This is an optimization exercise on Yosys and OpenROAD, whose aim is small area, a short achievable clock period and few clock cycles, not a production implementation. The RTL of this run was laid out without a check of its function. Power is estimated from default activity; no workload was simulated.

===== design/flow/run.sh =====
#!/bin/bash
# synth_recipe.tcl (not shown) runs the flow's synth.tcl, then flattens the netlist and writes it again
# the make line also repeats each setting of config.mk as NAME=value (left out here)
make -C /OpenROAD-flow-scripts/flow DESIGN_CONFIG=/design/flow/config.mk WORK_HOME=/design/flow/orfs CLKGATE_MAP_FILE= SYNTH_SCRIPT=/design/flow/synth_recipe.tcl finish

===== design/flow/config.mk =====
export PLATFORM = sky130hd
export DESIGN_NAME = trpx_terse_enc
export DESIGN_NICKNAME = trpx_terse_enc
export VERILOG_FILES = /design/flow/design.v
export SDC_FILE = /design/flow/constraint.sdc
export NUM_CORES = 4
export LEC_CHECK = 0
export CAP_MARGIN = 20
export CORE_MARGIN = 5
export CORE_UTILIZATION = 40
export PLACE_DENSITY = 0.6
export SLEW_MARGIN = 20

===== design/flow/constraint.sdc =====
create_clock -name core_clock -period 8.0 [get_ports {clk}]
set_input_delay 1.6000 -clock core_clock [delete_from_list [all_inputs] [get_ports {clk}]]
set_output_delay 1.6000 -clock core_clock [all_outputs]
set_load 0.01 [all_outputs]

===== design/flow/design.v =====
module trpx_terse_enc (
    input  wire        clk,
    input  wire        rst,
    input  wire        start,
    output wire        start_ready,
    input  wire [6:0]  cfg_block,     
    input  wire        cfg_signed,    
    input  wire [6:0]  cfg_pb,        
    input  wire [15:0] cfg_n,         
    input  wire        in_valid,
    output wire        in_ready,
    input  wire [31:0] in_data,
    output wire        out_valid,
    input  wire        out_ready,
    output wire [31:0] out_data,
    output wire        out_last,
    output reg         done,
    output reg  [1:0]  done_err,      
    output reg  [21:0] done_bits      
);
    localparam MAXB = 32;
    localparam S_IDLE    = 3'd0;
    localparam S_COLLECT = 3'd1;
    localparam S_EVAL    = 3'd2;
    localparam S_HDR     = 3'd3;
    localparam S_BODY    = 3'd4;
    localparam S_FLUSH   = 3'd5;
    localparam S_DONE    = 3'd6;
    reg [2:0]  state;
    reg [5:0]  blk;           
    reg        sgn;
    reg [5:0]  pb;            
    reg [16:0] rem;           
    reg [31:0] vals [0:MAXB-1];
    reg [5:0]  nblk;          
    reg [5:0]  idx;           
    reg [31:0] orbits;        
    reg        bad;           
    reg [5:0]  s;             
    reg [5:0]  prev_s;
    reg [21:0] bits;          
    reg [1:0]  err;
    reg [63:0] acc;
    reg [6:0]  acc_cnt;
    wire [31:0] pb_mask  = (pb == 6'd32) ? 32'hFFFF_FFFF : ((32'd1 << pb) - 32'd1);
    wire [5:0]  pb_m1    = pb - 6'd1;
    wire        in_sign  = in_data[pb_m1[4:0]];
    wire [31:0] in_sext  = in_sign ? (in_data | ~pb_mask) : (in_data & pb_mask);
    wire        in_legal = sgn ? (in_data == in_sext) : ((in_data & ~pb_mask) == 32'd0);
    wire [31:0] in_mag   = (sgn && in_data[31]) ? (32'd0 - in_data) : in_data;
    function [5:0] bitlen32;
        input [31:0] x;
        integer k;
        begin
            bitlen32 = 6'd0;
            for (k = 0; k < 32; k = k + 1)
                if (x[k]) bitlen32 = k[5:0] + 6'd1;
        end
    endfunction
    wire [5:0] or_len = bitlen32(orbits);
    wire [6:0] s_sgn  = {1'b0, or_len} + 7'd1;
    wire [5:0] s_calc = (orbits == 32'd0) ? 6'd0 :
                        !sgn              ? or_len :
                        (s_sgn > {1'b0, pb}) ? pb : s_sgn[5:0];
    reg [11:0] hdr;
    reg [3:0]  hdr_len;
    always @(*) begin
        if (s == prev_s) begin
            hdr = 12'd1;                              hdr_len = 4'd1;
        end else if (s < 6'd7) begin
            hdr = {5'd0, s, 1'b0};                    hdr_len = 4'd4;
        end else if (s < 6'd10) begin
            hdr = 12'd14 + {2'd0, s - 6'd7, 4'd0};    hdr_len = 4'd6;
        end else begin
            hdr = 12'd62 + {s - 6'd10, 6'd0};         hdr_len = 4'd12;
        end
    end
    wire flushing = (state == S_FLUSH);
    assign out_valid = (acc_cnt > 7'd32) || (flushing && acc_cnt != 7'd0);
    assign out_data  = acc[31:0];
    assign out_last  = flushing && acc_cnt <= 7'd32;
    wire   out_fire  = out_valid && out_ready;
    wire [63:0] acc_rest = out_fire ? {32'd0, acc[63:32]} : acc;
    wire [6:0]  cnt_rest = out_fire ? ((acc_cnt > 7'd32) ? acc_cnt - 7'd32 : 7'd0) : acc_cnt;
    wire        can_put  = cnt_rest <= 7'd32;
    wire [31:0] s_mask   = (s == 6'd32) ? 32'hFFFF_FFFF : ((32'd1 << s) - 32'd1);
    wire [31:0] body_fld = vals[idx[4:0]] & s_mask;
    reg        put;
    reg [31:0] put_data;
    reg [5:0]  put_len;
    always @(*) begin
        put      = 1'b0;
        put_data = 32'd0;
        put_len  = 6'd0;
        if (state == S_HDR && can_put) begin
            put = 1'b1; put_data = {20'd0, hdr}; put_len = {2'd0, hdr_len};
        end else if (state == S_BODY && can_put) begin
            put = 1'b1; put_data = body_fld;      put_len = s;
        end
    end
    wire [63:0] acc_next = acc_rest | ({32'd0, put_data} << cnt_rest);
    wire [6:0]  cnt_next = cnt_rest + (put ? {1'b0, put_len} : 7'd0);
    assign start_ready = (state == S_IDLE);
    assign in_ready    = (state == S_COLLECT);
    wire   in_fire     = in_valid && in_ready;
    wire [16:0] blk17 = {11'd0, blk};
    always @(posedge clk) begin
        if (in_fire)
            vals[idx[4:0]] <= in_data;
    end
    always @(posedge clk) begin
        if (rst) begin
            state     <= S_IDLE;
            blk       <= 6'd12;
            sgn       <= 1'b0;
            pb        <= 6'd16;
            rem       <= 17'd0;
            nblk      <= 6'd0;
            idx       <= 6'd0;
            orbits    <= 32'd0;
            bad       <= 1'b0;
            s         <= 6'd0;
            prev_s    <= 6'd0;
            bits      <= 22'd0;
            err       <= 2'd0;
            acc       <= 64'd0;
            acc_cnt   <= 7'd0;
            done      <= 1'b0;
            done_err  <= 2'd0;
            done_bits <= 22'd0;
        end else begin
            done    <= 1'b0;
            acc     <= acc_next;
            acc_cnt <= cnt_next;
            case (state)
                S_IDLE: begin
                    if (start) begin
                        blk    <= cfg_block[5:0];
                        sgn    <= cfg_signed;
                        pb     <= cfg_pb[5:0];
                        rem    <= {1'b0, cfg_n};
                        prev_s <= 6'd0;
                        bits   <= 22'd0;
                        if (cfg_block == 7'd0 || cfg_block > 7'd32) begin
                            err   <= 2'd1;
                            state <= S_DONE;
                        end else if (cfg_pb == 7'd0 || cfg_pb > 7'd32) begin
                            err   <= 2'd2;
                            state <= S_DONE;
                        end else begin
                            err    <= 2'd0;
                            idx    <= 6'd0;
                            orbits <= 32'd0;
                            bad    <= 1'b0;
                            nblk   <= (cfg_n < {10'd0, cfg_block[5:0]}) ? cfg_n[5:0] : cfg_block[5:0];
                            state  <= (cfg_n == 16'd0) ? S_FLUSH : S_COLLECT;
                        end
                    end
                end
                S_COLLECT: begin
                    if (in_fire) begin
                        orbits <= orbits | in_mag;
                        if (!in_legal) bad <= 1'b1;
                        if (idx + 6'd1 == nblk) begin
                            idx   <= 6'd0;
                            state <= S_EVAL;
                        end else begin
                            idx <= idx + 6'd1;
                        end
                    end
                end
                S_EVAL: begin
                    if (bad) begin
                        err   <= 2'd3;
                        state <= S_FLUSH;
                    end else begin
                        s     <= s_calc;
                        state <= S_HDR;
                    end
                end
                S_HDR: begin
                    if (put) begin
                        bits   <= bits + {18'd0, hdr_len};
                        prev_s <= s;
                        rem    <= rem - {11'd0, nblk};
                        state  <= S_BODY;
                    end
                end
                S_BODY: begin
                    if (s == 6'd0 || put) begin
                        if (s != 6'd0)
                            bits <= bits + {16'd0, s};
                        if (s == 6'd0 || idx + 6'd1 == nblk) begin
                            idx    <= 6'd0;
                            orbits <= 32'd0;
                            bad    <= 1'b0;
                            nblk   <= (rem < blk17) ? rem[5:0] : blk;
                            state  <= (rem == 17'd0) ? S_FLUSH : S_COLLECT;
                        end else begin
                            idx <= idx + 6'd1;
                        end
                    end
                end
                S_FLUSH: begin
                    if (cnt_next == 7'd0)
                        state <= S_DONE;
                end
                S_DONE: begin
                    done      <= 1'b1;
                    done_err  <= err;
                    done_bits <= bits;
                    state     <= S_IDLE;
                end
                default: state <= S_IDLE;
            endcase
        end
    end
endmodule

==> impl_metrics.py <==
metrics = {
    "logic_synthesis": {
        "synth_most_common_cell": "edfxtp_1",
        "ys_ff_latch": 1239,
        "ys_top_cells_by_count": "edfxtp_1, nand2_1, nor2_1",
        "synth_top_area_cell": "edfxtp_1",
        "netlist_area_sq_um": 57900,
        "synth_top_cell_area_share": 0.531,
        "synth_cell_type_count": 114,
        "synth.area.top_cells": "edfxtp_1, dfxtp_1, mux4_2",
        "synth_top_flop_cell": "edfxtp_1",
        "avgSynthCellArea_sq_um": 13.0,
        "synth-edff-count": 1024,
        "synthCells": 4453,
        "seq_area_frac_synth": 0.606,
        "syn_nets": 4580,
        "async_flop_share": 0,
        "ys.warnings.count": 1,
    },
    "finish": {
        "syn_to_final_growth_pct": 13.2,
        "fin_area_sq_um": 65500,
        "drive_gt1_frac": 0.125,
        "fill_cells": 12900,
        "num-nets-final": 4671,
        "stdcell_count": 6555,
    },
    "power_and_ir_drop": {
        "switching_share": 0.352,
        "power_frac_clock": 0.304,
        "p_sw_mw": 7.05,
        "seqPwrFrac": 0.374,
        "pwr-share-comb": 0.322,
        "p_int_mw": 13.0,
        "p_leak_nw": 20.6,
        "power_density_nw_per_um2": 306,
        "irDropWorstVdd_uv": 263,
    },
    "placed_design": {
        "place_congestion": 0.937,
        "dpl.cell_count": 6312,
        "io_buffers": 128,
        "dp_slack_ns": 1.99,
        "dp_hpwl_microns": 111000,
        "post_dp_cell_area_sq_um": 61100,
    },
    "sta": {
        "tightest_slew_ns": 1.13,
        "timing.final.max_slew_violations": 0,
        "fin_skew_ns": 0.0470,
        "setup_viol": 0,
        "maxSlewHeadroom": 0.235,
        "fin_ws_ns": 2.61,
        "period_minus_slack_ns": 5.39,
        "setup_tns_ns": 0,
        "post-route-period-util": 0.674,
        "max_freq_ghz": 0.186,
        "grt_setup_unrepaired": "false",
        "hold_violations": 0,
    },
    "hold_path": {
        "min_path_type": "reg -> reg",
    },
    "run": {
        "maxCapViolations": 0,
    },
    "critical_path": {
        "critPathKind": "in -> reg",
        "worst-endpoint-arrival_ns": 6.08,
        "critPathMaxFanout": 13,
        "cp-start-kind": "input port",
        "worstPathRequired_ns": 8.69,
        "worst_setup_path_end_kind": "register",
    },
    "die": {
        "start_util": 0.403,
        "io_pins": 129,
        "die-height_microns": 390,
        "num_rows": 139,
        "dieArea_sq_um": 152000,
        "die_w_microns": 390,
        "core_sq_um": 144000,
    },
    "cts": {
        "cts_tree": "yes",
        "root_buffer": "clkbuf_16",
        "hold_buffers": 0,
        "clock-sinks": 1239,
        "cts_setup_buffers": 0,
        "cts.clk_slew.worst_paths_ns": 0.06,
        "clk_path_buf_depth": 3,
        "htreeDepth": 4,
        "cts_resized": 0,
        "numCtsBuffers": 133,
        "clk_latency_ns": 0.78,
    },
    "route": {
        "ant_nets": 0,
        "wl_microns": 181000,
        "routedWlPerCell_microns": 27.6,
        "route.detailed.drc": 0,
        "drt_pre_antenna_iters": 6,
        "vias": 39600,
        "via_per_inst": 6.05,
        "initialDrtViolationCount": 4275,
    },
    "global_route": {
        "grt_pass1_wl_microns": 264000,
        "antenna_found_initial": 5,
        "first_global_vias": 38200,
        "grt_overflow": 0,
        "grt_start_max_net_pins": 101,
        "track_usage": 0.232,
    },
    "run_status": {
        "outcome": "no timing/DRC/antenna violations",
    },
}
[cells in the final DEF, fill, tap and decap left out, drive strengths merged, types with 14 or more instances in the layout]
cell type / n
ha: 56
a22oi: 124
inv: 88
mux2i: 269
nor3: 86
and3: 24
a31oi: 51
o211ai: 26
or3: 22
o21ai: 135
a211oi: 52
nor2: 313
clkinv: 65
nand2: 392
xor2: 24
edfxtp: 1024
o22ai: 67
nand4: 36
a221oi: 24
dfxtp: 215
nor4: 41
nand3b: 20
a21oi: 261
a211o: 15
xnor2: 59
buf: 130
nor2b: 55
and2: 30
nand3: 115
a22o: 14
nand2b: 38
or4: 15
o31ai: 28
mux4: 155
clkdlybuf4s50: 127
clkbuf: 160
a21o: 21
[cell families after synthesis]
kind of cell,Yosys count,share of synthesized area
and+or+nand+nor,1251,0.105
DFF,1239,0.606
AOI/OAI and AO/OA,998,0.117
muxes,436,0.110
buffers and inverters,387,0.0360
xor gates and xnor gates,83,0.0126
adders and majority gates,59,0.0131
[cell type report]
type	instances	area [sq um]	share of cell area
Timing Repair Buffer	257	2290	0.0349
Antenna cell	2	5.00	0.0000764
Inverter	86	323	0.00493
Clock inverter	81	905	0.0138
Clock buffer	160	3430	0.0524
Sequential cell	1239	35100	0.536
Tap cell	1903	2380	0.0364
Multi-Input combinational cell	2827	21100	0.322
[final timing paths]
check | startpoint | endpoint | slack [ns] | cells past startpoint
max | out_ready | state[2]$_SDFFE_PP0P_ | 2.61 | 18
min | acc[51]$_SDFF_PP0_ | acc[51]$_SDFF_PP0_ | 0.44 | 2
max reg2reg | orbits[1]$_SDFFE_PP0P_ | s[4]$_SDFFE_PP0P_ | 2.67 | 20
min reg2reg | acc[51]$_SDFF_PP0_ | acc[51]$_SDFF_PP0_ | 0.44 | 2
[metrics by stage]
stage	hold slack [ns]	power, mW	util
global route	0.467	21.0	0.456
floorplan	0.415	12.0	-
global placement	0.426	13.9	0.425
CTS	0.440	20.0	0.456
detailed placement	0.432	13.9	0.425
finish	0.435	20.0	0.456
[per-layer routing]
metal / track usage / vias up / wire (microns)
li1: - / 17500 / -
met1: 0.315 / 20000 / 75500
met2: 0.372 / 1780 / 84100
met3: 0.0461 / 353 / 14000
met4: 0.0882 / 2 / 7290
met5: 0 / - / 12
[power groups by stage]
stage               combinational, mW  sequential (mW)  clock (mW)
floorplan                        4.53             7.48           0
global placement                 6.30             7.62           0
detailed placement               6.29             7.62           0
CTS                              6.32             7.49        6.21
global route                     6.97             7.52        6.48
finish                           6.45             7.49        6.10
[registers in the layout, summed over array words and instances, names as in the netlist, named ones only]
register,count
vals,1024
state,3
prev_s,6
orbits,32
done_bits,22
nblk,6
err,2
bad,1
rem,17
done_err,2
s,6
pb,6
done,1
acc,64
acc_cnt,7
idx,6
sgn,1
blk,6
bits,22
[worst max-delay path, stage by stage]
cell	delay (ns)
clkdlybuf4s50_1	0.58
nor2b_1	0.24
a2bb2oi_1	0.37
nor3_2	0.08
buf_4	0.20
o21ai_1	0.39
o22ai_1	0.24
fa_1	0.49
a21o_1	0.20
a21oi_1	0.22
o21bai_1	0.10
a21oi_1	0.19
xnor2_1	0.17
a31oi_1	0.15
nor2_1	0.23
o221ai_1	0.16
mux2_2	0.30
a21oi_1	0.15

==> what the ideal ports hide <==
In the flow no input, the clock included, has a driving cell. The finished layout below was timed again as built, in two steps.
Step 1 assumes that a clkbuf_16 drives the clock port and a buf_2 every other input.
Step 2 adds t to the input delays and takes it off the output delays; t is the mean of the earliest and latest rising clock arrival at the registers after step 1. Input paths then give back, and output paths get back, about the clock's delay inside the block.
Three values: ideal ports, drivers, drivers and shift; two values: the first two.
t, ns: 0.834
slack for setup (ns): 2.610 / 2.663 / 1.830
hold WS [ns]: 0.435 / 0.435 / 0.435
worst setup path at the end: input to register
slew at the worst register clock pin (ns): 0.08 / 0.08
After both steps this run still meets setup and hold. The setup slack of this run moves by +0.053 ns with the drivers and by -0.780 ns with both steps.
